This design comes from an exercise in tuning for small area on the open sky130 flow, not from production work.
Where RTL was checked, it was by simulation tests only, not by an equivalence proof against the original.
Only the layout flow was run in runs 6 and 7; the RTL was not checked for function there.
Power is estimated from default activity; no workload was simulated.

## design/flow/design.v

```verilog
module dsv_frontend #(
    parameter IDX_W = 20
) (
    input  wire             clk_i,
    input  wire             rst_i,
    input  wire             take_i,      
    input  wire             mark_i,      
    input  wire [2:0]       lv_i,        
    input  wire             track_i,     
    output wire [IDX_W-1:0] gap_o,      
    output wire             start0_o,    
    output wire             start1_o,    
    output wire             clk_o        
);
    reg [2:0]       prev;
    reg [IDX_W-1:0] gap;
    assign gap_o   = gap;
    assign start0_o = ~prev[0] &  lv_i[0] &  prev[1] & ~lv_i[1];
    assign start1_o =  prev[0] & ~lv_i[0] & ~prev[1] &  lv_i[1];
    assign clk_o    = ~prev[2] &  lv_i[2] & ~(track_i ? lv_i[1] : lv_i[0]);
    always @(posedge clk_i) begin
        if (rst_i)
            prev <= 3'b100;
        else if (take_i)
            prev <= lv_i;
    end
    always @(posedge clk_i) begin
        if (take_i)
            gap <= mark_i ? {{(IDX_W-1){1'b0}}, 1'b1} : gap + 1'b1;
    end
endmodule
module dsv_classifier #(
    parameter IDX_W = 20
) (
    input  wire [IDX_W-1:0] n_i,
    input  wire [IDX_W-1:0] start_lim_i,
    input  wire [IDX_W-1:0] clk_min_i,
    input  wire [IDX_W-1:0] clk_max_i,
    output wire             start_ok_o,
    output wire             clk_ok_o
);
    assign start_ok_o = (n_i < start_lim_i);
    assign clk_ok_o   = (n_i >= clk_min_i) && (n_i <= clk_max_i);
endmodule
module dsv_core (
    input  wire          clk_i,
    input  wire          rst_i,
    input  wire [12:0]   cfg_ch_mask,
    input  wire [19:0]   cfg_start_lim,
    input  wire [19:0]   cfg_clk_min,
    input  wire [19:0]   cfg_clk_max,
    input  wire          smp_valid,
    output wire          smp_ready,
    input  wire [12:0]   smp_lv,
    input  wire          smp_eos,
    output wire [1:0]    req_sel,
    output wire          ev_valid,
    output wire [17:0]   ev,
    output wire [1055:0] rec_bytes,
    output wire [2:0]    status,
    output wire [2:0]    state_o
);
    localparam IDX_W = 20;
    localparam [2:0] S_FIND_START  = 3'd0;
    localparam [2:0] S_VERIFY      = 3'd1;
    localparam [2:0] S_NEXT_CLK    = 3'd2;
    localparam [2:0] S_READ_DATA   = 3'd3;
    localparam [2:0] S_HALTED      = 3'd4;
    localparam [1:0] R_PIXELS  = 2'd0;
    localparam [1:0] R_PRESENT = 2'd1;
    localparam [1:0] R_RECORD  = 2'd2;
    localparam [1:0] R_ERROR   = 2'd3;
    reg  [2:0]       state;
    reg              busy;          
    reg  [1:0]       rphase;
    reg              track;         
    reg              second;        
    reg  [7:0]       cmd0;
    reg  [10:0]      cnt;           
    reg  [1055:0]    pay;           
    reg              sel;           
    reg              st_cfg_err, st_stream_ended, st_bad_page;
    assign smp_ready = ~rst_i & ~busy;
    wire accept    = smp_valid & smp_ready;
    wire live      = (state != S_HALTED);
    wire take_smp  = accept & ~smp_eos & live;
    wire take_end  = accept &  smp_eos & live;
    wire [IDX_W-1:0] gap;
    wire             m_start0, m_start1, m_clk;
    wire             start_ok, clk_ok;
    wire mark = (state == S_FIND_START) ? (m_start0 | m_start1) :
                (state == S_VERIFY)     ? (m_clk & start_ok) :
                                          (m_clk & clk_ok);
    dsv_frontend #(.IDX_W(IDX_W)) u_fe (
        .clk_i    (clk_i),
        .rst_i    (rst_i),
        .take_i   (accept),
        .mark_i   (mark),
        .lv_i     (smp_lv[2:0]),
        .track_i  (track),
        .gap_o   (gap),
        .start0_o (m_start0),
        .start1_o (m_start1),
        .clk_o    (m_clk)
    );
    dsv_classifier #(.IDX_W(IDX_W)) u_cls (
        .n_i         (gap),
        .start_lim_i (cfg_start_lim),
        .clk_min_i   (cfg_clk_min),
        .clk_max_i   (cfg_clk_max),
        .start_ok_o  (start_ok),
        .clk_ok_o    (clk_ok)
    );
    wire [7:0] byte_in  = smp_lv[12:5];              
    wire       page_ok  = (cmd0[7:3] == 5'b10110);   
    wire [2:0] page     = cmd0[2:0];
    wire [2:0] r_row    = cnt[2:0];
    wire [7:0] r_col    = cnt[10:3];
    wire       cap_last = cnt[7] & cnt[1] & cnt[0];    
    wire       pix_last = cnt[10] & (&cnt[4:0]);       
    wire       pixels   = busy & (rphase == R_PIXELS);
    wire       shift_en = (accept & m_clk) | (pixels & (&r_row));
    wire [7:0] shift_in = busy ? pay[7:0] : byte_in;
    always @(posedge clk_i) begin
        if (shift_en)
            pay <= {shift_in, pay[1055:8]};
    end
    always @(posedge clk_i) begin
        if (rst_i) begin
            state           <= (cfg_ch_mask != 13'd0) ? S_FIND_START : S_HALTED;
            st_cfg_err      <= (cfg_ch_mask == 13'd0);
            st_stream_ended <= 1'b0;
            st_bad_page     <= 1'b0;
            busy            <= 1'b0;
        end else if (!busy) begin
            if (take_end) begin
                st_stream_ended <= 1'b1;
                state           <= S_HALTED;
            end else if (take_smp) begin
                case (state)
                S_FIND_START: begin
                    if (m_start0 | m_start1) begin
                        track <= m_start0;
                        state <= S_VERIFY;
                    end
                end
                S_VERIFY: begin
                    if (m_clk) begin
                        if (start_ok) begin
                            cmd0   <= byte_in;
                            second <= 1'b0;
                            state  <= S_NEXT_CLK;
                        end else begin
                            state  <= S_FIND_START;
                        end
                    end
                end
                S_NEXT_CLK: begin
                    if (m_clk) begin
                        if (clk_ok) begin
                            second <= 1'b1;
                            cnt    <= 11'd0;
                            if (second)
                                state <= S_READ_DATA;
                        end else begin
                            state  <= S_FIND_START;
                        end
                    end
                end
                S_READ_DATA: begin
                    if (m_clk) begin
                        if (cap_last) begin
                            sel    <= smp_lv[0] & ~smp_lv[1];
                            cnt    <= 11'd0;
                            busy   <= 1'b1;
                            if (page_ok) begin
                                rphase <= R_PIXELS;
                            end else begin
                                st_bad_page <= 1'b1;
                                rphase      <= R_ERROR;
                            end
                        end else begin
                            cnt <= cnt + 11'd1;
                        end
                    end
                end
                default: ;
                endcase
            end
        end else begin
            case (rphase)
            R_PIXELS: begin
                cnt <= cnt + 11'd1;
                if (pix_last)
                    rphase <= R_PRESENT;
            end
            R_PRESENT: begin
                rphase <= R_RECORD;
            end
            default: begin   
                busy  <= 1'b0;
                state <= S_FIND_START;
            end
            endcase
        end
    end
    wire       pix_on = pay[3'd7 - r_row];
    wire [8:0] pix_x  = {1'b0, r_col} + (sel ? 9'd132 : 9'd0);
    reg [15:0] ev_body;
    always @(*) begin
        case (rphase)
        R_PIXELS:  ev_body = {pix_x, page, r_row, pix_on};
        R_PRESENT: ev_body = 16'd0;
        R_RECORD:  ev_body = {page, sel, 12'd0};
        default:   ev_body = {3'd3, 5'd0, cmd0};
        endcase
    end
    assign ev_valid  = ~rst_i & busy;
    assign ev        = {rphase, ev_body};
    assign rec_bytes = pay;
    assign req_sel = (rst_i | busy)          ? 2'd0 :
                     (state == S_FIND_START) ? 2'd1 :
                     (state == S_HALTED)     ? 2'd0 :
                     track                   ? 2'd3 : 2'd2;
    assign status  = {st_bad_page, st_stream_ended, st_cfg_err};
    assign state_o = state;
endmodule
```

## design/flow/run.sh

```bash
#!/bin/bash
# synth_recipe.tcl (not shown) runs the flow's synth.tcl, then flattens the netlist and writes it again
# the make line also repeats each setting of config.mk as NAME=value (left out here)
make -C /OpenROAD-flow-scripts/flow DESIGN_CONFIG=/design/flow/config.mk WORK_HOME=/design/flow/orfs CLKGATE_MAP_FILE= SYNTH_SCRIPT=/design/flow/synth_recipe.tcl finish
```

## design/flow/config.mk

```make
export PLATFORM = sky130hd
export DESIGN_NAME = dsv_core
export DESIGN_NICKNAME = dsv_core
export VERILOG_FILES = /design/flow/design.v
export SDC_FILE = /design/flow/constraint.sdc
export NUM_CORES = 4
export LEC_CHECK = 0
export CAP_MARGIN = 20
export CORE_AREA = 5 5 435 435
export DIE_AREA = 0 0 440 440
export SLEW_MARGIN = 20
```

## design/flow/constraint.sdc

```tcl
create_clock -name core_clock -period 7.0 [get_ports {clk_i}]
set_input_delay 1.4000 -clock core_clock [delete_from_list [all_inputs] [get_ports {clk_i}]]
set_output_delay 1.4000 -clock core_clock [all_outputs]
set_load 0.01 [all_outputs]
```

==> impl_metrics.py, run 1 <==
metrics = {
    "run_status": {
        "status": "no timing/DRC/antenna violations",
    },
    "clock_network": {
        "cts_tree": "done",
        "cts_htree_levels": 3,
        "root_buffer": "clkbuf_16",
        "ctsResizeCount": 0,
        "cts_sinks": 1110,
        "postCtsSetupBuffers": 0,
        "hold_buffers": 0,
        "clk_latency_ns": 0.73,
        "path_clk_slew_ns": 0.07,
        "cts_buffers": 113,
        "cts_buffer_depth": 3,
    },
    "placed_design": {
        "pre_cts_ws_ns": 2.15,
        "placed_area_mm2": 0.0515,
        "place_hpwl_um": 105000,
        "gp_congestion": 0.903,
        "dp_cells": 5215,
        "placement.io_buffers": 1171,
    },
    "drt": {
        "drtAntennaViolNets": 0,
        "via_per_inst": 3.83,
        "dr.pass1.iters": 5,
        "wl_per_cell_um": 24.8,
        "dr.first_iter.drc_count": 1514,
        "drc_errors": 0,
        "vias": 20819,
        "routed_wl_um": 135000,
    },
    "yosys": {
        "synth_top_area_share_pct": 90.9,
        "netlist_area_mm2": 0.0365,
        "syn_avg_cell_area_um2": 23.1,
        "synth_cell_type_count": 58,
        "ys_ff_latch": 1110,
        "synth-edff-count": 1104,
        "netlist_instances": 1577,
        "synthTopCellsByArea": "edfxtp_1 (91%), ha_1 (2.3%), inv_1 (0.69%)",
        "synthArstFlopShare_pct": 0,
        "synth_nets": 1733,
        "synth_top_area_cell": "edfxtp_1",
        "yosysMostFrequentCell": "edfxtp_1",
        "synth_common_cells": "edfxtp_1 (1104), inv_1 (67), ha_1 (66)",
        "ys_seq_area_share_pct": 91.2,
        "ys.flop_type": "edfxtp_1",
        "synth_warnings": 2,
    },
    "finish": {
        "fin_util_pct": 30.1,
        "finalNetCount": 3022,
        "nFillCells": 18105,
        "final-seq-area_mm2": 0.0333,
        "area_delta_synth_final_pct": 51.4,
        "drive_gt1_share_pct": 7.22,
        "fin_cells": 5433,
        "multi_input_area_mm2": 0.00286,
        "finalInstanceArea_mm2": 0.0552,
    },
    "floorplanning": {
        "die_width_um": 440,
        "die_area_mm2": 0.194,
        "die_y_um": 440,
        "placementRows": 157,
        "initial_core_util_pct": 19.9,
        "num_io_pins": 1174,
        "core_area_mm2": 0.183,
    },
    "timing": {
        "tns_ns": 0,
        "worstMarginPinSlew_ns": 1.01,
        "fmax_ghz": 0.219,
        "setup_violations": 0,
        "finalWorstPathRequiredPeriod_ns": 4.56,
        "slew_viol_final": 0,
        "hold_viol_final": 0,
        "slew-limit-headroom_pct": 32.8,
        "rsz0062_at_grt": "no",
        "worst_slack_ns": 2.44,
        "fin_crit_sh_pct": 65.2,
        "hold_slack_ns": 0.414,
        "fin_skew_ns": 0.0381,
    },
    "critical_path": {
        "r2r_setup_slack_ns": 3.53,
        "worstReg2RegEnd": "pay[405]",
        "reg2regPathDepth": 5,
        "crit_path_max_fanout": 13,
        "required_ns": 5.60,
        "worst_setup_path_end_kind": "output port",
        "crit_type": "input pin to output port",
        "arrival_ns": 3.16,
        "r2r_start": "rphase[1]",
        "worst_setup_path_start_kind": "input pin",
    },
    "power_and_ir_drop": {
        "p_sw_share_pct": 20.5,
        "p_comb_share_pct": 2.2,
        "p_int_mw": 10.8,
        "powerDensity_mw_per_mm2": 247,
        "pwr-share-seq_pct": 53.6,
        "power_mw": 13.6,
        "clkPwrFrac_pct": 44.2,
        "ir_drop_v": 0.000219,
        "p_leak_nw": 18.1,
        "p_switching_mw": 2.79,
    },
    "global_routing": {
        "grt_usage_pct": 13.1,
        "grt_pass1_wl_um": 176000,
        "grt_max_degree": 186,
        "antenna_found_initial": 18,
        "overflow": 0,
        "grt_pass1_vias": 20563,
    },
    "hold_path": {
        "hold_class": "flip-flop to flip-flop",
        "hp-start": "pay[117]",
        "holdPathEnd": "pay[109]",
        "hold_depth": 0,
    },
    "flow_run": {
        "cap_violations": 0,
    },
}
[worst max path at each step]
stage	slack, ns	endpoint	cells after the start	startpoint
6_report	2.44	req_sel[0]	4	rst_i
5_1_grt	2.22	ev[6]	3	rphase[1]
4_1_cts	2.24	ev[6]	3	rphase[1]
3_5_place_dp	2.15	pay[397]	5	rst_i
3_3_place_gp	2.12	pay[950]	5	rst_i
2_1_floorplan	-12.39	pay[0]	3	rst_i
[sequential cells by signal, indices dropped and copies added (netlist names), 2 cells and up]
| signal | count |
|---|---|
| rphase | 2 |
| u_fe.gap | 20 |
| state | 3 |
| pay | 1056 |
| cnt | 11 |
| cmd0 | 8 |
| u_fe.prev | 3 |
[cells in the final DEF (no fill, tap or decap), types with 5 or more instances in the layout]
cell             count
buf_12               9
clkinv_1            29
clkbuf_1            20
a22o_1               8
a21o_1               6
clkbuf_16          115
and3_1               7
a211oi_1            24
edfxtp_1          1104
nand4_1              7
ha_1                66
a21oi_1             28
xnor2_1             15
buf_4               14
nand2_1             37
nor3_1              11
xor2_1              12
bufinv_16           11
nor2b_1             13
o21ai_0             19
dfxtp_1              6
diode_2              5
clkdlybuf4s50_1   1171
nand3_1             23
clkinv_2            21
inv_1               67
and2_1               5
nor2_1              32
mux2_2               9
[power groups by stage]
stage	registers, mW	logic [mW]	clock network (mW)
6_report	7.31	0.296	6.03
5_1_grt	7.31	0.319	6.50
4_1_cts	7.31	0.298	6.21
3_5_place_dp	7.45	0.296	0
3_3_place_gp	7.45	0.293	0
2_1_floorplan	7.48	0.116	0
[metal layers]
layer / global-route usage [%] / wire (um)
met2: 23.5 / 70800
met4: 3.32 / 2550
met5: 0 / 0
met1: 15.1 / 50200
met3: 4.12 / 11100
[worst max-delay path, cell delays in order]
cell and delay [ns]:
clkdlybuf4s50_1 0.68, nor2_1 0.30, o21a_1 0.17, clkdlybuf4s50_1 0.61
[final cells by class]
type	instances	area share [%]
Antenna cell	5	0.0227
Clock buffer	135	5.35
Clock inverter	78	1.38
Inverter	67	0.456
Multi-Input combinational cell	380	5.19
Sequential cell	1110	60.3
Tap cell	2464	5.58
Timing Repair Buffer	1194	21.8
[logic make-up after synthesis]
kind of cell	Yosys count	synth area share [%]
compound gates	114	2.16
xor+xnor	27	0.648
fa+ha+maj	66	2.26
buf+inv	87	0.974
flops	1110	91.2
mux	12	0.429
simple gates	161	2.30
==> inputs of run 2 (changes only) <==
==> design/flow/flow/run.sh (new file) <==
#!/bin/bash
set -euo pipefail
cd "$(dirname "$0")/.."
export BUFFER_PORTS_ARGS="-buffer_cell sky130_fd_sc_hd__buf_1"
bash standard.sh > standard_flow.log 2>&1
==> design/flow/standard.sh (new file) <==
#!/bin/bash
# synth_recipe.tcl (not shown) runs the flow's synth.tcl, then flattens the netlist and writes it again
# the make line also repeats each setting of config.mk as NAME=value (left out here)
make -C /OpenROAD-flow-scripts/flow DESIGN_CONFIG=/design/flow/config.mk WORK_HOME=/design/flow/orfs CLKGATE_MAP_FILE= SYNTH_SCRIPT=/design/flow/synth_recipe.tcl "${@:-finish}"
removed: design/flow/run.sh
==> run 2 against run 1 <==
Compared with the run above:
- still clean
- final area is 14% lower
- critical path depth is 1 lower
- sequential power hardly changed
- worst hold slack better by 0.011 ns
- critical endpoint is now ev[6]
==> impl_metrics.py, run 2 <==
metrics = {
    "run_status": {
        "status": "no timing/DRC/antenna violations",
    },
    "yosys": {
        "synthArstFlopShare_pct": 0,
        "synthTopCellsByArea": "edfxtp_1 (91%), ha_1 (2.3%), inv_1 (0.69%)",
        "yosysMostFrequentCell": "edfxtp_1",
        "synth_nets": 1733,
        "synth-edff-count": 1104,
        "synth_top_area_cell": "edfxtp_1",
        "netlist_instances": 1577,
        "synth_common_cells": "edfxtp_1 (1104), inv_1 (67), ha_1 (66)",
        "synth_top_area_share_pct": 90.9,
        "synth_cell_type_count": 58,
        "ys_ff_latch": 1110,
        "ys_seq_area_share_pct": 91.2,
        "netlist_area_mm2": 0.0365,
        "synth_warnings": 2,
        "syn_avg_cell_area_um2": 23.1,
        "ys.flop_type": "edfxtp_1",
    },
    "power_and_ir_drop": {
        "pwr-share-seq_pct": 55.6,
        "p_sw_share_pct": 20.6,
        "power_mw": 13.2,
        "p_comb_share_pct": 1.7,
        "p_int_mw": 10.4,
        "p_switching_mw": 2.72,
        "ir_drop_v": 0.000211,
        "powerDensity_mw_per_mm2": 277,
        "clkPwrFrac_pct": 42.8,
        "p_leak_nw": 14.8,
    },
    "finish": {
        "fin_cells": 5424,
        "reg_top3": "pay x1056, u_fe.gap x20, cnt x11",
        "layout.cells.most_common": "buf_1",
        "largest_reg_flops": 1056,
        "area_delta_synth_final_pct": 30.4,
        "layout_common_cells": "buf_1 (1171), edfxtp_1 (1104), clkbuf_16 (111)",
        "nFillCells": 18803,
        "drive_gt1_share_pct": 6.80,
        "finalNetCount": 3023,
        "regMostFlops": "pay",
    },
    "global_routing": {
        "grt_pass1_vias": 20413,
        "grt_pass1_wl_um": 170000,
        "grt_max_degree": 148,
        "overflow": 0,
        "antenna_found_initial": 17,
        "grt_usage_pct": 12.5,
    },
    "critical_path": {
        "crit_path_max_fanout": 15,
        "critPathLaunch": "rphase[1]",
        "crit_chain": "nor2_1 -> a22o_1 -> buf_1",
        "worst_setup_path_end_kind": "output port",
        "arrival_ns": 2.81,
        "required_ns": 5.60,
        "crit_type": "flip-flop to output port",
        "r2r_start": "rphase[1]",
        "crit_path_top_delay_cell": "nor2_1",
        "worst_setup_path_start_kind": "flip-flop",
        "crit_path_max_incr_delay_ns": 0.80,
    },
    "clock_network": {
        "hold_buffers": 0,
        "path_clk_slew_ns": 0.06,
        "cts_htree_levels": 3,
        "clk_latency_ns": 0.72,
        "cts_tree": "done",
        "cts_buffer_depth": 3,
        "cts_sinks": 1110,
        "ctsResizeCount": 0,
        "root_buffer": "clkbuf_16",
        "postCtsSetupBuffers": 0,
        "cts_buffers": 110,
    },
    "flow_run": {
        "cap_violations": 0,
    },
    "placed_design": {
        "gp_congestion": 0.938,
        "pre_cts_ws_ns": 2.68,
        "place_hpwl_um": 101000,
        "placement.io_buffers": 1171,
        "dp_cells": 5219,
    },
    "floorplanning": {
        "num_io_pins": 1174,
        "initial_core_util_pct": 19.9,
        "die_width_um": 440,
        "die_y_um": 440,
        "core_area_mm2": 0.183,
        "die_area_mm2": 0.194,
        "placementRows": 157,
    },
    "drt": {
        "wl_per_cell_um": 23.7,
        "via_per_inst": 3.85,
        "dr.first_iter.drc_count": 1647,
        "vias": 20899,
        "routed_wl_um": 129000,
        "drc_errors": 0,
        "drtAntennaViolNets": 0,
        "dr.pass1.iters": 6,
    },
    "timing": {
        "tns_ns": 0,
        "hold_viol_final": 0,
        "finalWorstPathRequiredPeriod_ns": 4.21,
        "slew_viol_final": 0,
        "fmax_ghz": 0.237,
        "slew-limit-headroom_pct": 33.3,
        "worst_slack_ns": 2.79,
        "rsz0062_at_grt": "no",
        "hold_slack_ns": 0.425,
        "setup_violations": 0,
        "worstMarginPinSlew_ns": 0.995,
        "fin_skew_ns": 0.0465,
        "fin_crit_sh_pct": 60.2,
    },
    "hold_path": {
        "hp-start": "pay[235]",
        "hold_class": "flip-flop to flip-flop",
    },
}
-- run 2: final timing paths --
kind              endpoint  slack [ns]  cells after the start
setup / recovery     ev[6]        2.79                      3
hold / removal    pay[227]        0.43                      0
hold reg to reg   pay[227]        0.43                      0
setup reg to reg  pay[398]        3.43                      5
-- run 2: through the flow --
| step | area, um2 | utilization, % |
|---|---|---|
| after floorplan | 36500 | - |
| after global placement | 44100 | 24.1 |
| after detailed placement | 44100 | 24.1 |
| after CTS | 47500 | 25.9 |
| after global routing | 47600 | 25.9 |
| final | 47600 | 25.9 |
-- run 2: cell type report --
class                      instances  area, um2  share of cell area (%)
antenna                            5       12.5                  0.0263
timing repair buffer            1198       4670                    9.83
inverter                          67        251                   0.529
sequential                      1110      33300                    70.0
tap                             2464       3080                    6.48
clock buffer                     134       2860                    6.02
multi-input combinational        380       2860                    6.02
clock inverter                    66        542                    1.14
-- run 2: layer usage --
layer | vias to the layer above | wire length, um | GRT usage (%)
li1 | 8819 | - | -
met1 | 10912 | 48900 | 14.6
met2 | 1001 | 64700 | 21.5
met3 | 167 | 10000 | 3.69
met4 | 0 | 4930 | 4.98
met5 | - | 0 | 0
-- run 2: cells by family (layout without fill, tap and decap cells) --
| group | count (synthesis) | count (layout) | share of synthesized area, % |
|---|---|---|---|
| AND/OR/NAND/NOR | 161 | 161 | 2.30 |
| XOR/XNOR | 27 | 27 | 0.648 |
| flip-flops | 1110 | 1110 | 91.2 |
| adder cells (fa/ha/maj) | 66 | 66 | 2.26 |
| multiplexers | 12 | 12 | 0.429 |
| AO/OA/AOI/OAI | 114 | 114 | 2.16 |
| buffers and inverters | 87 | 1465 | 0.974 |
| other | 0 | 5 | 0 |
-- run 2: critical path: cells and delay by family, from the launching register on --
kind	cells	cell delay, ns
AND/OR/NAND/NOR	1	0.80
flip-flops	1	0.56
buffers and inverters	1	0.47
AO/OA/AOI/OAI	1	0.25
-- run 2: power by group through the flow --
stage	Sequential [mW]	Clock, mW	Combinational (mW)
6_report	7.31	5.62	0.223
5_1_grt	7.31	6.11	0.246
3_5_place_dp	7.45	0	0.223
4_1_cts	7.31	5.80	0.224
2_1_floorplan	7.48	0	0.116
3_3_place_gp	7.45	0	0.219
==> inputs of run 3 (changes only) <==
==> design/flow/flow/run.sh (replaced) <==
#!/bin/bash
set -euo pipefail
cd "$(dirname "$0")/.."
export BUFFER_PORTS_ARGS="-buffer_cell sky130_fd_sc_hd__buf_1"
export CTS_ARGS="-sink_clustering_enable -repair_clock_nets -dont_use_dummy_load -buf_list {sky130_fd_sc_hd__clkbuf_4 sky130_fd_sc_hd__clkbuf_8}"
bash standard.sh > standard_flow.log 2>&1
==> run 3 against run 2 <==
Compared with the run above:
- still clean on timing, DRC and antenna
- final cell count decreased by 0.31%
- critical path type unchanged
- clock skew increased by 0.048 ns
- final area is 1.9% lower
- sequential cell count stayed put
- power decreased by 8.4%
- sequential share of layout area up 1.4 points
- die area did not move
- non-clock buffer count unchanged
- clock power down about 20%
- synthesized area unchanged
- largest cell class unchanged
==> impl_metrics.py, run 3 <==
metrics = {
    "drt": {
        "via_per_inst": 3.89,
        "dr.first_iter.drc_count": 1641,
        "vias": 21033,
        "wl_per_cell_um": 23.8,
        "drc_errors": 0,
        "routed_wl_um": 129000,
        "drtAntennaViolNets": 0,
        "dr.pass1.iters": 5,
    },
    "finish": {
        "multi_input_area_mm2": 0.00286,
        "final-seq-area_mm2": 0.0333,
        "nFillCells": 18889,
        "reg_top3": "pay x1056, u_fe.gap x20, cnt x11",
        "area_delta_synth_final_pct": 27.9,
        "layout_common_cells": "buf_1 (1171), edfxtp_1 (1104), clkbuf_8 (180)",
        "drive_gt1_share_pct": 7.97,
        "finalNetCount": 3093,
        "layout.cells.most_common": "buf_1",
        "largest_reg_flops": 1056,
        "regMostFlops": "pay",
    },
    "global_routing": {
        "antenna_found_initial": 20,
        "grt_max_degree": 148,
        "grt_pass1_vias": 20900,
        "overflow": 0,
        "grt_pass1_wl_um": 169000,
        "grt_usage_pct": 12.5,
    },
    "power_and_ir_drop": {
        "clkPwrFrac_pct": 37.5,
        "p_int_mw": 9.60,
        "p_comb_share_pct": 1.8,
        "p_sw_share_pct": 20.4,
        "powerDensity_mw_per_mm2": 258,
        "pwr-share-seq_pct": 60.7,
        "p_switching_mw": 2.46,
        "p_leak_nw": 14.4,
        "ir_drop_v": 0.000190,
    },
    "yosys": {
        "syn_avg_cell_area_um2": 23.1,
        "synthArstFlopShare_pct": 0,
        "synth_top_area_cell": "edfxtp_1",
        "synth_common_cells": "edfxtp_1 (1104), inv_1 (67), ha_1 (66)",
        "ys_ff_latch": 1110,
        "synth-edff-count": 1104,
        "synth_nets": 1733,
        "ys_seq_area_share_pct": 91.2,
        "netlist_instances": 1577,
        "netlist_area_mm2": 0.0365,
        "synth_cell_type_count": 58,
        "ys.flop_type": "edfxtp_1",
        "yosysMostFrequentCell": "edfxtp_1",
        "synthTopCellsByArea": "edfxtp_1 (91%), ha_1 (2.3%), inv_1 (0.69%)",
        "synth_top_area_share_pct": 90.9,
        "synth_warnings": 2,
    },
    "clock_network": {
        "cts_sinks": 1110,
        "cts_buffers": 180,
        "cts_tree": "done",
        "clk_latency_ns": 0.83,
        "hold_buffers": 0,
        "path_clk_slew_ns": 0.06,
        "root_buffer": "clkbuf_8",
        "cts_buffer_depth": 3,
        "ctsResizeCount": 0,
        "postCtsSetupBuffers": 0,
        "cts_htree_levels": 4,
    },
    "hold_path": {
        "hp-start": "pay[212]",
        "hold_class": "flip-flop to flip-flop",
    },
    "floorplanning": {
        "die_area_mm2": 0.194,
        "initial_core_util_pct": 19.9,
        "num_io_pins": 1174,
        "die_y_um": 440,
        "core_area_mm2": 0.183,
        "die_width_um": 440,
        "placementRows": 157,
    },
    "timing": {
        "worstMarginPinSlew_ns": 0.999,
        "fin_skew_ns": 0.0948,
        "slew_viol_final": 0,
        "fmax_ghz": 0.233,
        "setup_violations": 0,
        "worst_slack_ns": 2.71,
        "tns_ns": 0,
        "hold_viol_final": 0,
        "rsz0062_at_grt": "no",
        "fin_crit_sh_pct": 61.2,
        "finalWorstPathRequiredPeriod_ns": 4.29,
        "slew-limit-headroom_pct": 33.1,
    },
    "critical_path": {
        "arrival_ns": 2.89,
        "crit_path_max_fanout": 15,
        "r2r_start": "rphase[1]",
        "reg2regPathDepth": 5,
        "worst_setup_path_start_kind": "flip-flop",
        "r2r_setup_slack_ns": 3.43,
        "cp-endpoint": "ev[7]",
        "crit_type": "flip-flop to output port",
        "required_ns": 5.60,
        "worst_setup_path_end_kind": "output port",
        "worstReg2RegEnd": "pay[444]",
        "critPathLaunch": "rphase[1]",
    },
    "placed_design": {
        "pre_cts_ws_ns": 2.68,
        "place_hpwl_um": 101000,
        "gp_congestion": 0.938,
        "placement.io_buffers": 1171,
    },
    "run_status": {
        "status": "no timing/DRC/antenna violations",
    },
    "flow_run": {
        "cap_violations": 0,
    },
}
==> run 3: cell counts after synthesis <==
Identical to the previous run, type by type.
==> run 3: per-layer routing <==
layer  global-route usage [%]  vias to the layer above  wire length [um]
met5                        0                        -                 0
met4                     5.51                        0              5280
li1                         -                     8864                 -
met1                     14.4                    10809             48000
met2                     21.3                     1167             64400
met3                     4.01                      193             11200
==> run 3: worst max-delay path: stages, from the launching register on <==
cell and delay (ns):
edfxtp_1 0.55, nor2_1 0.79, a22o_1 0.24, buf_1 0.47
==> run 3: cell type report <==
type	instances	share of cell area [%]
antenna	8	0.0429
clock buffer	180	5.31
inverter	67	0.539
multi-input combinational	380	6.14
sequential	1110	71.3
tap	2464	6.61
timing repair buffer	1198	10.0
==> run 3: worst min-delay path by stage <==
stage / end / cells past startpoint
floorplan: st_stream_ended / 2
global placement: pay[850] / 0
detailed placement: pay[225] / 0
CTS: pay[225] / 0
global route: pay[204] / 0
finish: pay[204] / 0
==> run 3: power groups by stage <==
stage / sequential, mW / combinational (mW) / clock (mW)
2_1_floorplan: 7.48 / 0.116 / 0
3_3_place_gp: 7.45 / 0.219 / 0
3_5_place_dp: 7.45 / 0.223 / 0
4_1_cts: 7.32 / 0.223 / 4.70
5_1_grt: 7.31 / 0.246 / 5.00
6_report: 7.32 / 0.223 / 4.52
==> run 3: metrics by stage <==
stage / std cells / cell area [um2] / util, % / total power [mW] / hold slack, ns
after global placement: 5219 / 44100 / 24.1 / 7.67 / 0.428
after floorplan: 1577 / 36500 / - / 7.59 / 0.426
after global routing: 5406 / 46600 / 25.4 / 12.6 / 0.389
after detailed placement: 5219 / 44100 / 24.1 / 7.67 / 0.430
final: 5407 / 46600 / 25.4 / 12.1 / 0.382
after CTS: 5399 / 46600 / 25.4 / 12.2 / 0.389
==> run 3: cells by family (layout without fill, tap and decap cells) <==
logic type / after synthesis / in the layout / synth area share [%]
AND/OR/NAND/NOR: 161 / 161 / 2.30
flip-flops: 1110 / 1110 / 91.2
other: 0 / 8 / 0
multiplexers: 12 / 12 / 0.429
AO/OA/AOI/OAI: 114 / 114 / 2.16
buffers and inverters: 87 / 1445 / 0.974
XOR/XNOR: 27 / 27 / 0.648
adder cells (fa/ha/maj): 66 / 66 / 2.26
==> inputs of run 4 (changes only) <==
--- a/design/flow/config.mk
+++ b/design/flow/config.mk
@@ -8,4 +8,4 @@
 export CAP_MARGIN = 20
-export CORE_AREA = 5 5 435 435
-export DIE_AREA = 0 0 440 440
+export CORE_AREA = 5 5 295 295
+export DIE_AREA = 0 0 300 300
 export SLEW_MARGIN = 20
==> run 4 against run 3 <==
Compared with the run above:
- the run now fails in 3_2_place_iop
- synthesized area did not move
- synthesized cell count unchanged
==> impl_metrics.py, run 4 <==
metrics = {
    "yosys": {
        "synth_top_area_share_pct": 90.9,
        "ys.flop_type": "edfxtp_1",
        "yosysMostFrequentCell": "edfxtp_1",
        "ys_seq_area_share_pct": 91.2,
        "synth-edff-count": 1104,
        "syn_avg_cell_area_um2": 23.1,
        "netlist_instances": 1577,
        "netlist_area_mm2": 0.0365,
        "synth_warnings": 2,
        "synth_nets": 1733,
        "synthTopCellsByArea": "edfxtp_1 (91%), ha_1 (2.3%), inv_1 (0.69%)",
        "synth_common_cells": "edfxtp_1 (1104), inv_1 (67), ha_1 (66)",
        "synth_cell_type_count": 58,
        "synthArstFlopShare_pct": 0,
        "synth_top_area_cell": "edfxtp_1",
        "ys_ff_latch": 1110,
    },
    "floorplanning": {
        "die_y_um": 300,
        "initial_core_util_pct": 43.7,
        "placementRows": 106,
        "die_width_um": 300,
    },
    "run_status": {
        "status": "stopped before the end",
        "tool.error": "[ERROR PPL-0024] Number of IO pins (1174) exceeds maximum number of available positions (1082). Increase the die perimeter from 1200.00um to 1596.64um.",
        "haltStage": "3_2_place_iop",
    },
}
-- run 4: logic make-up after synthesis --
group / after synthesis / share of synthesized area (%)
multiplexers: 12 / 0.429
adder cells (fa/ha/maj): 66 / 2.26
XOR/XNOR: 27 / 0.648
flip-flops: 1110 / 91.2
AND/OR/NAND/NOR: 161 / 2.30
AO/OA/AOI/OAI: 114 / 2.16
buffers and inverters: 87 / 0.974
==> inputs of run 5 (changes only) <==
==> design/flow/flow/run.sh (replaced) <==
#!/bin/bash
set -euo pipefail
cd "$(dirname "$0")/.."
export BUFFER_PORTS_ARGS="-buffer_cell sky130_fd_sc_hd__buf_1"
export CTS_ARGS="-sink_clustering_enable -repair_clock_nets -dont_use_dummy_load -buf_list {sky130_fd_sc_hd__clkbuf_2 sky130_fd_sc_hd__clkbuf_4} -sink_clustering_size 24 -sink_clustering_max_diameter 60"
bash standard.sh > standard_flow.log 2>&1
--- a/design/flow/config.mk
+++ b/design/flow/config.mk
@@ -8,4 +8,4 @@
 export CAP_MARGIN = 20
-export CORE_AREA = 5 5 295 295
-export DIE_AREA = 0 0 300 300
+export CORE_AREA = 5 5 255 255
+export DIE_AREA = 0 0 260 260
 export SLEW_MARGIN = 20
==> run 5 against run 4 <==
Compared with the run above:
- the run again fails in 3_2_place_iop
- synthesized area did not move
- synthesized cell count did not move
==> impl_metrics.py, run 5 <==
metrics = {
    "run_status": {
        "status": "stopped before the end",
        "haltStage": "3_2_place_iop",
        "tool.error": "[ERROR PPL-0024] Number of IO pins (1174) exceeds maximum number of available positions (936). Increase the die perimeter from 1040.00um to 1596.64um.",
    },
    "floorplanning": {
        "die_y_um": 260,
        "initial_core_util_pct": 59.0,
        "die_width_um": 260,
        "placementRows": 91,
    },
    "yosys": {
        "synth_nets": 1733,
        "synth_top_area_share_pct": 90.9,
        "synthArstFlopShare_pct": 0,
        "synth_top_area_cell": "edfxtp_1",
        "netlist_area_mm2": 0.0365,
        "netlist_instances": 1577,
        "synthTopCellsByArea": "edfxtp_1 (91%), ha_1 (2.3%), inv_1 (0.69%)",
        "ys.flop_type": "edfxtp_1",
        "yosysMostFrequentCell": "edfxtp_1",
        "synth_cell_type_count": 58,
        "syn_avg_cell_area_um2": 23.1,
        "synth_warnings": 2,
        "synth_common_cells": "edfxtp_1 (1104), inv_1 (67), ha_1 (66)",
        "ys_seq_area_share_pct": 91.2,
        "ys_ff_latch": 1110,
        "synth-edff-count": 1104,
    },
}
run 5: cell counts after synthesis:
Identical to the previous run, type by type.
run 5: cell families after synthesis:
group / after synthesis / synth area share [%]
flip-flops: 1110 / 91.2
adder cells (fa/ha/maj): 66 / 2.26
multiplexers: 12 / 0.429
AND/OR/NAND/NOR: 161 / 2.30
AO/OA/AOI/OAI: 114 / 2.16
buffers and inverters: 87 / 0.974
XOR/XNOR: 27 / 0.648
==> inputs of run 6 (changes only) <==
--- a/design/flow/design.v
+++ b/design/flow/design.v
@@ -1,18 +1,12 @@
-module dsv_frontend #(
-    parameter IDX_W = 20
-) (
-    input  wire             clk_i,
-    input  wire             rst_i,
-    input  wire             take_i,      
-    input  wire             mark_i,      
-    input  wire [2:0]       lv_i,        
-    input  wire             track_i,     
-    output wire [IDX_W-1:0] gap_o,      
-    output wire             start0_o,    
-    output wire             start1_o,    
-    output wire             clk_o        
+module dsv_frontend (
+    input  wire       clk_i,
+    input  wire       rst_i,
+    input  wire       take_i,      
+    input  wire [2:0] lv_i,        
+    input  wire       track_i,     
+    output wire       start0_o,    
+    output wire       start1_o,    
+    output wire       clk_o        
 );
-    reg [2:0]       prev;
-    reg [IDX_W-1:0] gap;
-    assign gap_o   = gap;
+    reg [2:0] prev;
     assign start0_o = ~prev[0] &  lv_i[0] &  prev[1] & ~lv_i[1];
@@ -25,6 +19,2 @@
             prev <= lv_i;
-    end
-    always @(posedge clk_i) begin
-        if (take_i)
-            gap <= mark_i ? {{(IDX_W-1){1'b0}}, 1'b1} : gap + 1'b1;
     end
@@ -78,3 +68,3 @@
     reg  [7:0]       cmd0;
-    reg  [10:0]      cnt;           
+    reg  [IDX_W-1:0] cnt;           
     reg  [1055:0]    pay;           
@@ -87,9 +77,5 @@
     wire take_end  = accept &  smp_eos & live;
-    wire [IDX_W-1:0] gap;
-    wire             m_start0, m_start1, m_clk;
-    wire             start_ok, clk_ok;
-    wire mark = (state == S_FIND_START) ? (m_start0 | m_start1) :
-                (state == S_VERIFY)     ? (m_clk & start_ok) :
-                                          (m_clk & clk_ok);
-    dsv_frontend #(.IDX_W(IDX_W)) u_fe (
+    wire m_start0, m_start1, m_clk;
+    wire start_ok, clk_ok;
+    dsv_frontend u_fe (
         .clk_i    (clk_i),
@@ -97,6 +83,4 @@
         .take_i   (accept),
-        .mark_i   (mark),
         .lv_i     (smp_lv[2:0]),
         .track_i  (track),
-        .gap_o   (gap),
         .start0_o (m_start0),
@@ -106,3 +90,3 @@
     dsv_classifier #(.IDX_W(IDX_W)) u_cls (
-        .n_i         (gap),
+        .n_i         (cnt),
         .start_lim_i (cfg_start_lim),
@@ -114,2 +98,3 @@
     wire [7:0] byte_in  = smp_lv[12:5];              
+    wire       sel_in   = smp_lv[0] & ~smp_lv[1];
     wire       page_ok  = (cmd0[7:3] == 5'b10110);   
@@ -117,6 +102,9 @@
     wire [2:0] r_row    = cnt[2:0];
-    wire [7:0] r_col    = cnt[10:3];
+    wire [8:0] pix_x    = cnt[11:3];
     wire       cap_last = cnt[7] & cnt[1] & cnt[0];    
-    wire       pix_last = cnt[10] & (&cnt[4:0]);       
+    wire       pix_last = sel ? (cnt[11] & (&cnt[5:0])) : (cnt[10] & (&cnt[4:0]));
     wire       pixels   = busy & (rphase == R_PIXELS);
+    wire mark = (state == S_FIND_START) ? (m_start0 | m_start1) :
+                (state == S_VERIFY)     ? (m_clk & start_ok) :
+                                          (m_clk & clk_ok);
     wire       shift_en = (accept & m_clk) | (pixels & (&r_row));
@@ -126,2 +114,18 @@
             pay <= {shift_in, pay[1055:8]};
+    end
+    wire [IDX_W-1:0] cnt_inc = cnt + 1'b1;
+    always @(posedge clk_i) begin
+        if (busy) begin
+            if (pixels)
+                cnt <= cnt_inc;
+        end else if (accept) begin
+            if (state == S_READ_DATA) begin
+                if (m_clk)
+                    cnt <= cap_last ? {8'd0, sel_in, 4'd0, sel_in, 5'd0} : cnt_inc;
+            end else if (state == S_NEXT_CLK && m_clk && clk_ok && second) begin
+                cnt <= {IDX_W{1'b0}};
+            end else begin
+                cnt <= mark ? {{(IDX_W-1){1'b0}}, 1'b1} : cnt_inc;
+            end
+        end
     end
@@ -161,3 +165,2 @@
                             second <= 1'b1;
-                            cnt    <= 11'd0;
                             if (second)
@@ -170,15 +173,10 @@
                 S_READ_DATA: begin
-                    if (m_clk) begin
-                        if (cap_last) begin
-                            sel    <= smp_lv[0] & ~smp_lv[1];
-                            cnt    <= 11'd0;
-                            busy   <= 1'b1;
-                            if (page_ok) begin
-                                rphase <= R_PIXELS;
-                            end else begin
-                                st_bad_page <= 1'b1;
-                                rphase      <= R_ERROR;
-                            end
+                    if (m_clk && cap_last) begin
+                        sel  <= sel_in;
+                        busy <= 1'b1;
+                        if (page_ok) begin
+                            rphase <= R_PIXELS;
                         end else begin
-                            cnt <= cnt + 11'd1;
+                            st_bad_page <= 1'b1;
+                            rphase      <= R_ERROR;
                         end
@@ -192,3 +190,2 @@
             R_PIXELS: begin
-                cnt <= cnt + 11'd1;
                 if (pix_last)
@@ -206,4 +203,3 @@
     end
-    wire       pix_on = pay[3'd7 - r_row];
-    wire [8:0] pix_x  = {1'b0, r_col} + (sel ? 9'd132 : 9'd0);
+    wire pix_on = pay[3'd7 - r_row];
     reg [15:0] ev_body;
==> design/flow/flow/run.sh (replaced) <==
#!/bin/bash
set -euo pipefail
cd "$(dirname "$0")/.."
export BUFFER_PORTS_ARGS="-buffer_cell sky130_fd_sc_hd__buf_1"
export CTS_ARGS="-sink_clustering_enable -repair_clock_nets -dont_use_dummy_load -buf_list {sky130_fd_sc_hd__clkbuf_4} -sink_clustering_size 10 -sink_clustering_max_diameter 40"
bash standard.sh > standard_flow.log 2>&1
--- a/design/flow/config.mk
+++ b/design/flow/config.mk
@@ -8,4 +8,4 @@
 export CAP_MARGIN = 20
-export CORE_AREA = 5 5 255 255
-export DIE_AREA = 0 0 260 260
+export CORE_AREA = 5 5 435 435
+export DIE_AREA = 0 0 440 440
 export SLEW_MARGIN = 20
==> run 6 against run 5 <==
Compared with the run above:
- now clean on timing, DRC and antenna
- synthesized cell count is 2.8% lower
- synthesized area is 1.7% lower
==> impl_metrics.py, run 6 <==
metrics = {
    "run_status": {
        "status": "no timing/DRC/antenna violations",
    },
    "floorplanning": {
        "die_y_um": 440,
        "initial_core_util_pct": 19.5,
        "core_area_mm2": 0.183,
        "die_width_um": 440,
        "die_area_mm2": 0.194,
        "placementRows": 157,
        "num_io_pins": 1174,
    },
    "clock_network": {
        "cts_buffers": 163,
        "ctsResizeCount": 0,
        "hold_buffers": 0,
        "cts_htree_levels": 4,
        "cts_sinks": 1099,
        "path_clk_slew_ns": 0.09,
        "root_buffer": "clkbuf_4",
        "cts_buffer_depth": 3,
        "cts_tree": "done",
        "postCtsSetupBuffers": 0,
        "clk_latency_ns": 1.11,
    },
    "yosys": {
        "syn_avg_cell_area_um2": 23.4,
        "synth-edff-count": 1093,
        "synthArstFlopShare_pct": 0,
        "ys_ff_latch": 1099,
        "ys_seq_area_share_pct": 91.9,
        "synth_nets": 1685,
        "ys.flop_type": "edfxtp_1",
        "synth_warnings": 2,
        "synth_top_area_share_pct": 91.5,
        "synth_top_area_cell": "edfxtp_1",
        "synth_common_cells": "edfxtp_1 (1093), inv_1 (68), ha_1 (62)",
        "netlist_instances": 1533,
        "synthTopCellsByArea": "edfxtp_1 (92%), ha_1 (2.2%), inv_1 (0.71%)",
        "netlist_area_mm2": 0.0359,
        "synth_cell_type_count": 60,
        "yosysMostFrequentCell": "edfxtp_1",
    },
    "global_routing": {
        "grt_pass1_wl_um": 166000,
        "grt_usage_pct": 12.2,
        "grt_max_degree": 151,
        "overflow": 0,
        "antenna_found_initial": 19,
        "grt_pass1_vias": 20103,
    },
    "placed_design": {
        "placement.io_buffers": 1171,
        "pre_cts_ws_ns": 2.54,
        "placed_area_mm2": 0.0435,
        "place_hpwl_um": 97500,
        "gp_congestion": 0.917,
    },
    "finish": {
        "finalNetCount": 3025,
        "fin_util_pct": 24.4,
        "finalInstanceArea_mm2": 0.0448,
        "reg_top3": "pay x1056, cnt x20, cmd0 x8",
        "layout.cells.most_common": "buf_1",
        "area_delta_synth_final_pct": 24.9,
        "regMostFlops": "pay",
        "largest_reg_flops": 1056,
        "drive_gt1_share_pct": 7.24,
        "layout_common_cells": "buf_1 (1170), edfxtp_1 (1093), clkbuf_4 (163)",
    },
    "critical_path": {
        "required_ns": 5.60,
        "arrival_ns": 2.97,
        "crit_type": "flip-flop to output port",
        "critPathLaunch": "busy",
        "r2r_start": "rphase[1]",
        "worst_setup_path_start_kind": "flip-flop",
        "worst_setup_path_end_kind": "output port",
        "crit_path_max_fanout": 22,
    },
    "power_and_ir_drop": {
        "powerDensity_mw_per_mm2": 239,
        "p_sw_share_pct": 21.6,
        "ir_drop_v": 0.000167,
        "p_comb_share_pct": 2.8,
        "p_switching_mw": 2.31,
        "p_int_mw": 8.38,
        "clkPwrFrac_pct": 29.0,
        "p_leak_nw": 13.6,
        "pwr-share-seq_pct": 68.2,
    },
    "hold_path": {
        "hp-start": "pay[209]",
        "hold_class": "flip-flop to flip-flop",
    },
    "timing": {
        "worst_slack_ns": 2.63,
        "setup_violations": 0,
        "tns_ns": 0,
        "hold_viol_final": 0,
        "slew_viol_final": 0,
        "hold_slack_ns": 0.311,
        "finalWorstPathRequiredPeriod_ns": 4.37,
        "rsz0062_at_grt": "no",
        "fin_crit_sh_pct": 62.4,
        "worstMarginPinSlew_ns": 1.03,
        "slew-limit-headroom_pct": 31.4,
        "fmax_ghz": 0.229,
        "fin_skew_ns": 0.187,
    },
    "drt": {
        "routed_wl_um": 125000,
        "dr.first_iter.drc_count": 1695,
        "drtAntennaViolNets": 0,
        "drc_errors": 0,
        "wl_per_cell_um": 23.3,
        "vias": 20636,
        "dr.pass1.iters": 5,
        "via_per_inst": 3.86,
    },
    "flow_run": {
        "cap_violations": 0,
    },
}
[run 6: worst paths after layout]
kind | slack, ns | cells past startpoint | to
setup / recovery | 2.63 | 3 | ev_valid
hold / removal | 0.31 | 0 | pay[201]
setup reg to reg | 3.51 | 3 | pay[209]
hold reg to reg | 0.31 | 0 | pay[201]
[run 6: critical path, stage by stage, from the launching register on]
cell	delay, ns
dfxtp_1	0.90
inv_1	0.61
nor2_1	0.22
buf_1	0.23
[run 6: layout make-up]
cell class	instances	area, um2
Clock buffer	163	1220
Fill cell	19083	139000
Tap cell	2464	3080
Inverter	68	255
Antenna cell	11	27.5
Timing Repair Buffer	1193	4650
Multi-Input combinational cell	348	2590
Sequential cell	1099	32900
[run 6: power groups by stage]
stage | combinational [mW] | sequential [mW] | clock (mW)
detailed placement | 0.304 | 7.44 | 0
CTS | 0.305 | 7.29 | 3.30
floorplan | 0.147 | 7.45 | 0
global placement | 0.299 | 7.43 | 0
global route | 0.331 | 7.30 | 3.59
finish | 0.299 | 7.29 | 3.10
[run 6: kinds of logic after synthesis]
| logic type | synth area share, % |
|---|---|
| adder cells (fa/ha/maj) | 2.16 |
| buffers and inverters | 0.963 |
| AND/OR/NAND/NOR | 2.09 |
| multiplexers | 0.496 |
| XOR/XNOR | 0.391 |
| flip-flops | 91.9 |
| AO/OA/AOI/OAI | 2.02 |
[run 6: routing by layer]
| metal | track usage [%] | vias to the layer above | routed length [um] |
|---|---|---|---|
| met5 | 0 | - | 37 |
| met4 | 4.12 | 6 | 3580 |
| met3 | 3.73 | 190 | 10100 |
| met2 | 21.1 | 1093 | 63800 |
| met1 | 14.4 | 10617 | 47300 |
| li1 | - | 8730 | - |
[run 6: per-stage QoR]
step                      cells  power [mW]
after floorplan            1533        7.60
after global placement     5172        7.73
after detailed placement   5172        7.74
after CTS                  5335        10.9
after global routing       5346        11.2
final                      5346        10.7
==> inputs of run 7 (changes only) <==
==> design/flow/flow/run.sh (replaced) <==
#!/bin/bash
set -euo pipefail
cd "$(dirname "$0")/.."
export BUFFER_PORTS_ARGS="-buffer_cell sky130_fd_sc_hd__buf_1"
export CTS_ARGS="-sink_clustering_enable -repair_clock_nets -dont_use_dummy_load -buf_list {sky130_fd_sc_hd__clkbuf_4} -sink_clustering_size 12 -sink_clustering_max_diameter 30"
bash standard.sh > standard_flow.log 2>&1
==> run 7 against run 6 <==
Compared with the run above:
- final cell count up 0.99%
- first-iteration DRC count down 6.0%
- setup slack better by 0.010 ns
- core utilization up 0.21 points
- critical path type unchanged
- critical path depth unchanged
- sequential power about the same
- die area unchanged
- worst hold slack better by 0.0073 ns
- final area up 0.88%
- via count up 1.1%
==> impl_metrics.py, run 7 <==
metrics = {
    "floorplanning": {
        "core_area_mm2": 0.183,
        "placementRows": 157,
        "die_y_um": 440,
        "die_width_um": 440,
        "initial_core_util_pct": 19.5,
        "die_area_mm2": 0.194,
        "num_io_pins": 1174,
    },
    "run_status": {
        "status": "no timing/DRC/antenna violations",
    },
    "critical_path": {
        "crit_path_max_incr_delay_ns": 0.89,
        "required_ns": 5.60,
        "worst_setup_path_start_kind": "flip-flop",
        "crit_type": "flip-flop to output port",
        "reg2regPathDepth": 3,
        "crit_path_top_delay_cell": "dfxtp_1",
        "crit_chain": "inv_1 -> nor2_1 -> buf_1",
        "arrival_ns": 2.96,
        "crit_path_max_fanout": 22,
        "worst_setup_path_end_kind": "output port",
    },
    "placed_design": {
        "gp_congestion": 0.917,
        "placement.io_buffers": 1171,
        "place_hpwl_um": 97500,
        "pre_cts_ws_ns": 2.54,
        "placed_area_mm2": 0.0435,
    },
    "yosys": {
        "synth_common_cells": "edfxtp_1 (1093), inv_1 (68), ha_1 (62)",
        "ys_seq_area_share_pct": 91.9,
        "synth_nets": 1685,
        "synth-edff-count": 1093,
        "synth_warnings": 2,
        "synth_top_area_cell": "edfxtp_1",
        "yosysMostFrequentCell": "edfxtp_1",
        "netlist_instances": 1533,
        "synthArstFlopShare_pct": 0,
        "ys_ff_latch": 1099,
        "synthTopCellsByArea": "edfxtp_1 (92%), ha_1 (2.2%), inv_1 (0.71%)",
        "ys.flop_type": "edfxtp_1",
        "netlist_area_mm2": 0.0359,
        "synth_cell_type_count": 60,
        "syn_avg_cell_area_um2": 23.4,
        "synth_top_area_share_pct": 91.5,
    },
    "finish": {
        "finalNetCount": 3077,
        "drive_gt1_share_pct": 8.89,
        "finalInstanceArea_mm2": 0.0452,
        "layout_common_cells": "buf_1 (1170), edfxtp_1 (1093), clkbuf_4 (215)",
        "layout.cells.most_common": "buf_1",
        "multi_input_area_mm2": 0.00259,
        "area_delta_synth_final_pct": 26.0,
        "final-seq-area_mm2": 0.0329,
        "fin_util_pct": 24.6,
        "reg_top3": "pay x1056, cnt x20, cmd0 x8",
        "nFillCells": 19051,
        "regMostFlops": "pay",
        "largest_reg_flops": 1056,
    },
    "drt": {
        "dr.first_iter.drc_count": 1593,
        "via_per_inst": 3.86,
        "drtAntennaViolNets": 0,
        "vias": 20853,
        "drc_errors": 0,
        "routed_wl_um": 125000,
        "dr.pass1.iters": 5,
        "wl_per_cell_um": 23.2,
    },
    "timing": {
        "setup_violations": 0,
        "worst_slack_ns": 2.64,
        "fmax_ghz": 0.229,
        "fin_crit_sh_pct": 62.3,
        "hold_viol_final": 0,
        "rsz0062_at_grt": "no",
        "slew-limit-headroom_pct": 30.8,
        "worstMarginPinSlew_ns": 1.04,
        "fin_skew_ns": 0.210,
        "finalWorstPathRequiredPeriod_ns": 4.36,
        "slew_viol_final": 0,
    },
    "clock_network": {
        "clk_latency_ns": 1.17,
        "cts_buffer_depth": 3,
        "root_buffer": "clkbuf_4",
        "cts_tree": "done",
        "cts_sinks": 1099,
        "path_clk_slew_ns": 0.07,
        "ctsResizeCount": 0,
        "postCtsSetupBuffers": 0,
        "hold_buffers": 0,
        "cts_htree_levels": 4,
        "cts_buffers": 215,
    },
    "global_routing": {
        "antenna_found_initial": 16,
        "overflow": 0,
        "grt_usage_pct": 12.2,
        "grt_pass1_vias": 20573,
        "grt_pass1_wl_um": 166000,
        "grt_max_degree": 151,
    },
    "hold_path": {
        "hold_depth": 0,
        "hold_class": "flip-flop to flip-flop",
    },
    "flow_run": {
        "cap_violations": 0,
    },
    "power_and_ir_drop": {
        "ir_drop_v": 0.000154,
        "powerDensity_mw_per_mm2": 246,
        "power_mw": 11.1,
        "p_leak_nw": 13.9,
    },
}
[run 7: metal layers]
metal  track usage [%]  wire length [um]  share of wire [%]  vias up
li1                  -                 -                  -     8843
met1              14.2             47000                 38    10705
met2              21.1             63800                 51     1090
met3              3.91             10500                8.4      213
met4              4.42              3840                3.1        2
met5                 0                 8             0.0064        -
[run 7: area by class of cell]
type | instances | share of cell area [%]
inverter | 68 | 0.565
clock buffer | 215 | 3.57
tap | 2464 | 6.83
sequential | 1099 | 72.9
multi-input combinational | 348 | 5.73
timing repair buffer | 1193 | 10.3
antenna | 12 | 0.0665
[run 7: kinds of logic after synthesis]
group | count (synthesis) | synth area share (%)
buf+inv | 86 | 0.963
mux | 14 | 0.496
xor+xnor | 16 | 0.391
simple gates | 150 | 2.09
fa+ha+maj | 62 | 2.16
compound gates | 106 | 2.02
flops | 1099 | 91.9
[run 7: worst paths after layout]
| check | from | end | slack (ns) |
|---|---|---|---|
| max | busy | ev_valid | 2.64 |
| min | pay[895] | pay[887] | 0.32 |
| max reg2reg | rphase[1] | pay[145] | 3.61 |
| min reg2reg | pay[895] | pay[887] | 0.32 |
[run 7: report_power, final]
part / leakage, nW / internal, mW / switching, mW
registers: 9.92 / 7.23 / 0.0661
clock network: 0.989 / 1.39 / 2.13
logic: 2.98 / 0.0988 / 0.200
[run 7: stage by stage]
stage / hold WS [ns] / cells / TNS (ns)
CTS: 0.238 / 5387 / 0
finish: 0.318 / 5399 / 0
global placement: 0.426 / 5172 / 0
global route: 0.295 / 5398 / 0
floorplan: 0.438 / 1533 / -2906.88
detailed placement: 0.430 / 5172 / 0
[run 7: critical path: cells and delay by family (launching register included)]
family                 cells  cell delay [ns]
flip-flops                 1             0.89
AND/OR/NAND/NOR            1             0.22
buffers and inverters      2             0.82
==> inputs of run 8 (changes only) <==
--- a/design/flow/design.v
+++ b/design/flow/design.v
@@ -24,3 +24,3 @@
 ) (
-    input  wire [IDX_W-1:0] n_i,
+    input  wire [IDX_W-1:0] n_inv_i,
     input  wire [IDX_W-1:0] start_lim_i,
@@ -31,4 +31,16 @@
 );
-    assign start_ok_o = (n_i < start_lim_i);
-    assign clk_ok_o   = (n_i >= clk_min_i) && (n_i <= clk_max_i);
+    wire [IDX_W:0] c_lim, c_min, c_max;
+    assign c_lim[0] = 1'b0;
+    assign c_min[0] = 1'b0;
+    assign c_max[0] = 1'b1;
+    genvar i;
+    generate
+        for (i = 0; i < IDX_W; i = i + 1) begin : g_chain
+            assign c_lim[i+1] = (n_inv_i[i] & start_lim_i[i]) | ((n_inv_i[i] | start_lim_i[i]) & c_lim[i]);
+            assign c_min[i+1] = (n_inv_i[i] & clk_min_i[i])   | ((n_inv_i[i] | clk_min_i[i])   & c_min[i]);
+            assign c_max[i+1] = (n_inv_i[i] & clk_max_i[i])   | ((n_inv_i[i] | clk_max_i[i])   & c_max[i]);
+        end
+    endgenerate
+    assign start_ok_o = c_lim[IDX_W];
+    assign clk_ok_o   = ~c_min[IDX_W] & c_max[IDX_W];
 endmodule
@@ -90,3 +102,3 @@
     dsv_classifier #(.IDX_W(IDX_W)) u_cls (
-        .n_i         (cnt),
+        .n_inv_i     (cnt),
         .start_lim_i (cfg_start_lim),
@@ -101,6 +113,7 @@
     wire [2:0] page     = cmd0[2:0];
-    wire [2:0] r_row    = cnt[2:0];
-    wire [8:0] pix_x    = cnt[11:3];
-    wire       cap_last = cnt[7] & cnt[1] & cnt[0];    
-    wire       pix_last = sel ? (cnt[11] & (&cnt[5:0])) : (cnt[10] & (&cnt[4:0]));
+    wire [2:0] r_row    = ~cnt[2:0];
+    wire [8:0] pix_x    = ~cnt[11:3];
+    wire       row_last = ~|cnt[2:0];                    
+    wire       cap_last = ~(cnt[7] | cnt[1] | cnt[0]);   
+    wire       pix_last = sel ? ~(cnt[11] | (|cnt[5:0])) : ~(cnt[10] | (|cnt[4:0]));
     wire       pixels   = busy & (rphase == R_PIXELS);
@@ -109,3 +122,3 @@
                                           (m_clk & clk_ok);
-    wire       shift_en = (accept & m_clk) | (pixels & (&r_row));
+    wire       shift_en = (accept & m_clk) | (pixels & row_last);
     wire [7:0] shift_in = busy ? pay[7:0] : byte_in;
@@ -115,3 +128,3 @@
     end
-    wire [IDX_W-1:0] cnt_inc = cnt + 1'b1;
+    wire [IDX_W-1:0] cnt_dec = cnt - 1'b1;    
     always @(posedge clk_i) begin
@@ -119,3 +132,3 @@
             if (pixels)
-                cnt <= cnt_inc;
+                cnt <= cnt_dec;
         end else if (accept) begin
@@ -123,7 +136,7 @@
                 if (m_clk)
-                    cnt <= cap_last ? {8'd0, sel_in, 4'd0, sel_in, 5'd0} : cnt_inc;
+                    cnt <= cap_last ? {8'hff, ~sel_in, 4'hf, ~sel_in, 5'h1f} : cnt_dec;
             end else if (state == S_NEXT_CLK && m_clk && clk_ok && second) begin
-                cnt <= {IDX_W{1'b0}};
+                cnt <= {IDX_W{1'b1}};
             end else begin
-                cnt <= mark ? {{(IDX_W-1){1'b0}}, 1'b1} : cnt_inc;
+                cnt <= mark ? {{(IDX_W-1){1'b1}}, 1'b0} : cnt_dec;
             end
@@ -203,3 +216,3 @@
     end
-    wire pix_on = pay[3'd7 - r_row];
+    wire pix_on = pay[cnt[2:0]];           
     reg [15:0] ev_body;
==> design/flow/flow/run.sh (replaced) <==
#!/bin/bash
set -euo pipefail
cd "$(dirname "$0")/.."
export BUFFER_PORTS_ARGS="-buffer_cell sky130_fd_sc_hd__buf_1"
export CTS_ARGS="-sink_clustering_enable -repair_clock_nets -dont_use_dummy_load -buf_list {sky130_fd_sc_hd__clkbuf_8} -sink_clustering_size 20 -sink_clustering_max_diameter 40"
bash standard.sh > standard_flow.log 2>&1
==> run 8 against run 7 <==
Compared with the run above:
- via count shrank 3.7%
- register-to-register slack gained 0.21 ns
- sequential share of layout area grew 0.36 points
- synthesized cell count shrank 3.1%
- power grew 3.4%
- critical endpoint is now ev[4]
- highest routed layer unchanged
- still clean
- maximum frequency grew 8.4%
==> impl_metrics.py, run 8 <==
metrics = {
    "timing": {
        "fmax_ghz": 0.248,
        "slew-limit-headroom_pct": 36.1,
        "worst_slack_ns": 2.98,
        "fin_skew_ns": 0.104,
        "finalWorstPathRequiredPeriod_ns": 4.02,
        "slew_viol_final": 0,
        "fin_crit_sh_pct": 57.5,
        "hold_viol_final": 0,
        "tns_ns": 0,
        "rsz0062_at_grt": "no",
        "worstMarginPinSlew_ns": 0.959,
        "setup_violations": 0,
    },
    "clock_network": {
        "ctsResizeCount": 0,
        "cts_buffers": 152,
        "root_buffer": "clkbuf_8",
        "cts_buffer_depth": 3,
        "cts_htree_levels": 4,
        "clk_latency_ns": 0.88,
        "hold_buffers": 0,
        "cts_sinks": 1099,
        "postCtsSetupBuffers": 0,
        "path_clk_slew_ns": 0.05,
        "cts_tree": "done",
    },
    "drt": {
        "drc_errors": 0,
        "vias": 20091,
        "drtAntennaViolNets": 0,
        "dr.first_iter.drc_count": 1575,
        "routed_wl_um": 126000,
        "via_per_inst": 3.82,
        "dr.pass1.iters": 5,
        "wl_per_cell_um": 23.9,
    },
    "critical_path": {
        "path_buf_inv": 1,
        "crit_chain": "and2_1 -> a22o_1 -> buf_1",
        "required_ns": 5.60,
        "worst_setup_path_end_kind": "output port",
        "crit_path_max_fanout": 13,
        "arrival_ns": 2.62,
        "crit_type": "flip-flop to output port",
        "crit_path_top_delay_cell": "edfxtp_1",
        "crit_path_max_incr_delay_ns": 0.66,
        "cp_top_family": "flip-flops",
        "worst_setup_path_start_kind": "flip-flop",
    },
    "finish": {
        "nFillCells": 19022,
        "final-seq-area_mm2": 0.0329,
        "layout.cells.most_common": "buf_1",
        "finalNetCount": 2889,
        "drive_gt1_share_pct": 7.26,
        "area_delta_synth_final_pct": 27.2,
        "multi_input_area_mm2": 0.00215,
        "reg_top3": "pay x1056, cnt x20, cmd0 x8",
        "largest_reg_flops": 1056,
        "layout_common_cells": "buf_1 (1171), edfxtp_1 (1093), clkbuf_8 (152)",
        "regMostFlops": "pay",
    },
    "yosys": {
        "yosysMostFrequentCell": "edfxtp_1",
        "synthArstFlopShare_pct": 0,
        "ys_seq_area_share_pct": 93.3,
        "ys.flop_type": "edfxtp_1",
        "synth-edff-count": 1093,
        "synthTopCellsByArea": "edfxtp_1 (93%), nand2_1 (0.61%), nor2_1 (0.50%)",
        "synth_cell_type_count": 65,
        "synth_nets": 1577,
        "syn_avg_cell_area_um2": 23.8,
        "synth_common_cells": "edfxtp_1 (1093), nand2_1 (57), nor2_1 (47)",
        "synth_warnings": 2,
        "ys_ff_latch": 1099,
        "netlist_instances": 1485,
        "netlist_area_mm2": 0.0353,
        "synth_top_area_share_pct": 92.9,
        "synth_top_area_cell": "edfxtp_1",
    },
    "global_routing": {
        "grt_usage_pct": 12.2,
        "grt_pass1_wl_um": 163000,
        "gr-usage-met3_pct": 4.31,
        "grt_pass1_vias": 19670,
        "antenna_found_initial": 12,
        "grt_max_degree": 163,
        "overflow": 0,
        "busiest_layer": "met2",
        "met1_usage_pct": 13.8,
        "met2_usage_pct": 20.8,
    },
    "floorplanning": {
        "die_area_mm2": 0.194,
        "die_width_um": 440,
        "core_area_mm2": 0.183,
        "initial_core_util_pct": 19.3,
        "die_y_um": 440,
        "num_io_pins": 1174,
        "placementRows": 157,
    },
    "power_and_ir_drop": {
        "powerDensity_mw_per_mm2": 256,
        "ir_drop_v": 0.000160,
        "p_leak_nw": 13.2,
    },
    "placed_design": {
        "gp_congestion": 0.939,
        "placement.io_buffers": 1171,
        "pre_cts_ws_ns": 2.74,
        "place_hpwl_um": 97400,
    },
    "run_status": {
        "status": "no timing/DRC/antenna violations",
    },
    "flow_run": {
        "cap_violations": 0,
    },
    "hold_path": {
        "hold_class": "flip-flop to flip-flop",
    },
}
[run 8: changes by cell type in the layout (fill, tap and decap cells not counted), moves of 10 or more]
| cell | previous run | this run |
|---|---|---|
| nor2_1 | 27 | 46 |
| o22ai_1 | 0 | 13 |
| inv_1 | 68 | 10 |
| clkbuf_8 | 0 | 152 |
| a22oi_1 | 0 | 10 |
| clkbuf_4 | 215 | 0 |
| a31oi_1 | 20 | 7 |
| ha_1 | 62 | 2 |
| nand4_1 | 11 | 0 |
[run 8: layout make-up]
class,instances,share of cell area (%)
Sequential cell,1099,73.3
Timing Repair Buffer,1193,10.3
Tap cell,2464,6.86
Multi-Input combinational cell,341,4.79
Clock buffer,152,4.65
Inverter,10,0.0835
Antenna cell,6,0.0334
[run 8: worst reg2reg max path, stage by stage, from the launching register on]
cell,delay (ns)
edfxtp_1,0.64
inv_1,0.18
ha_1,0.22
inv_1,0.08
o32ai_4,0.34
buf_12,0.36
buf_12,0.74
[run 8: cells by family (layout without fill, tap and decap cells)]
group | Yosys count | after routing | synth area share [%]
compound gates | 129 | 129 | 2.54
xor+xnor | 18 | 18 | 0.446
fa+ha+maj | 6 | 6 | 0.184
buf+inv | 45 | 1355 | 0.730
flops | 1099 | 1099 | 93.3
mux | 13 | 13 | 0.468
other cells | 0 | 6 | 0
simple gates | 175 | 175 | 2.37
[run 8: routing by layer]
metal  share of wire, %  wire (um)
met5              0.098        123
met4                4.0       5020
met3                9.2      11500
met2                 50      63400
met1                 36      45600
[run 8: through the flow]
| stage | instance area (um2) | instances | total power [mW] | utilization, % | hold slack [ns] |
|---|---|---|---|---|---|
| floorplan | 35400 | 1485 | 7.51 | - | 0.438 |
| detailed placement | 42800 | 5107 | 7.57 | 23.3 | 0.429 |
| CTS | 44900 | 5259 | 11.7 | 24.5 | 0.376 |
| global route | 44900 | 5262 | 12.0 | 24.5 | 0.383 |
| finish | 44900 | 5265 | 11.5 | 24.5 | 0.382 |
| global placement | 42800 | 5107 | 7.57 | 23.3 | 0.427 |
[run 8: path summary, 6_finish.rpt]
kind,start,endpoint,slack (ns),cells past startpoint
min reg2reg,pay[1016],pay[1008],0.38,0
min,pay[1016],pay[1008],0.38,0
max,rphase[1],ev[4],2.98,3
max reg2reg,cnt[0],pay[350],3.82,6
[run 8: power by group]
part,internal [mW],total [mW],switching [mW]
logic,0.0630,0.189,0.126
registers,7.19,7.25,0.0522
clock network,1.91,4.05,2.14

==> static timing again, ports no longer ideal <==
In the flow no input, the clock included, has a driving cell. The finished layouts below were timed again as built, in two steps. Step 1 (the two cells are an assumption about what drives the block):
set clk [get_ports {clk_i}]
set_driving_cell -lib_cell sky130_fd_sc_hd__clkbuf_16 $clk
set_driving_cell -lib_cell sky130_fd_sc_hd__buf_2 [delete_from_list [all_inputs] $clk]
Step 2 also shifts input and output timing later by t, the mid clock arrival at the registers, as if the neighbouring blocks saw the same clock. a / b / c = no drivers / after step 1 / after step 2; a / b = the first two.
run | shift t [ns] | slack for setup (ns) | latest minus earliest clock arrival (ns)
run 1 | 0.796 | 2.436 / 2.367 / 2.231 | 0.049 / 0.049
run 2 | 0.791 | 2.787 / 2.699 / 2.638 | 0.053 / 0.053
run 3 | 0.884 | 2.714 / 2.631 / 2.640 | 0.131 / 0.132
run 6 | 1.108 | 2.629 / 2.542 / 2.556 | 0.201 / 0.202
run 7 | 1.142 | 2.639 / 2.557 / 2.598 | 0.211 / 0.211
run 8 | 0.903 | 2.975 / 2.886 / 2.623 | 0.124 / 0.124
After both steps setup and hold are still met in every run listed. The setup slack of run 8, which loses most, moves by -0.089 ns with the drivers and by -0.352 ns with both steps.
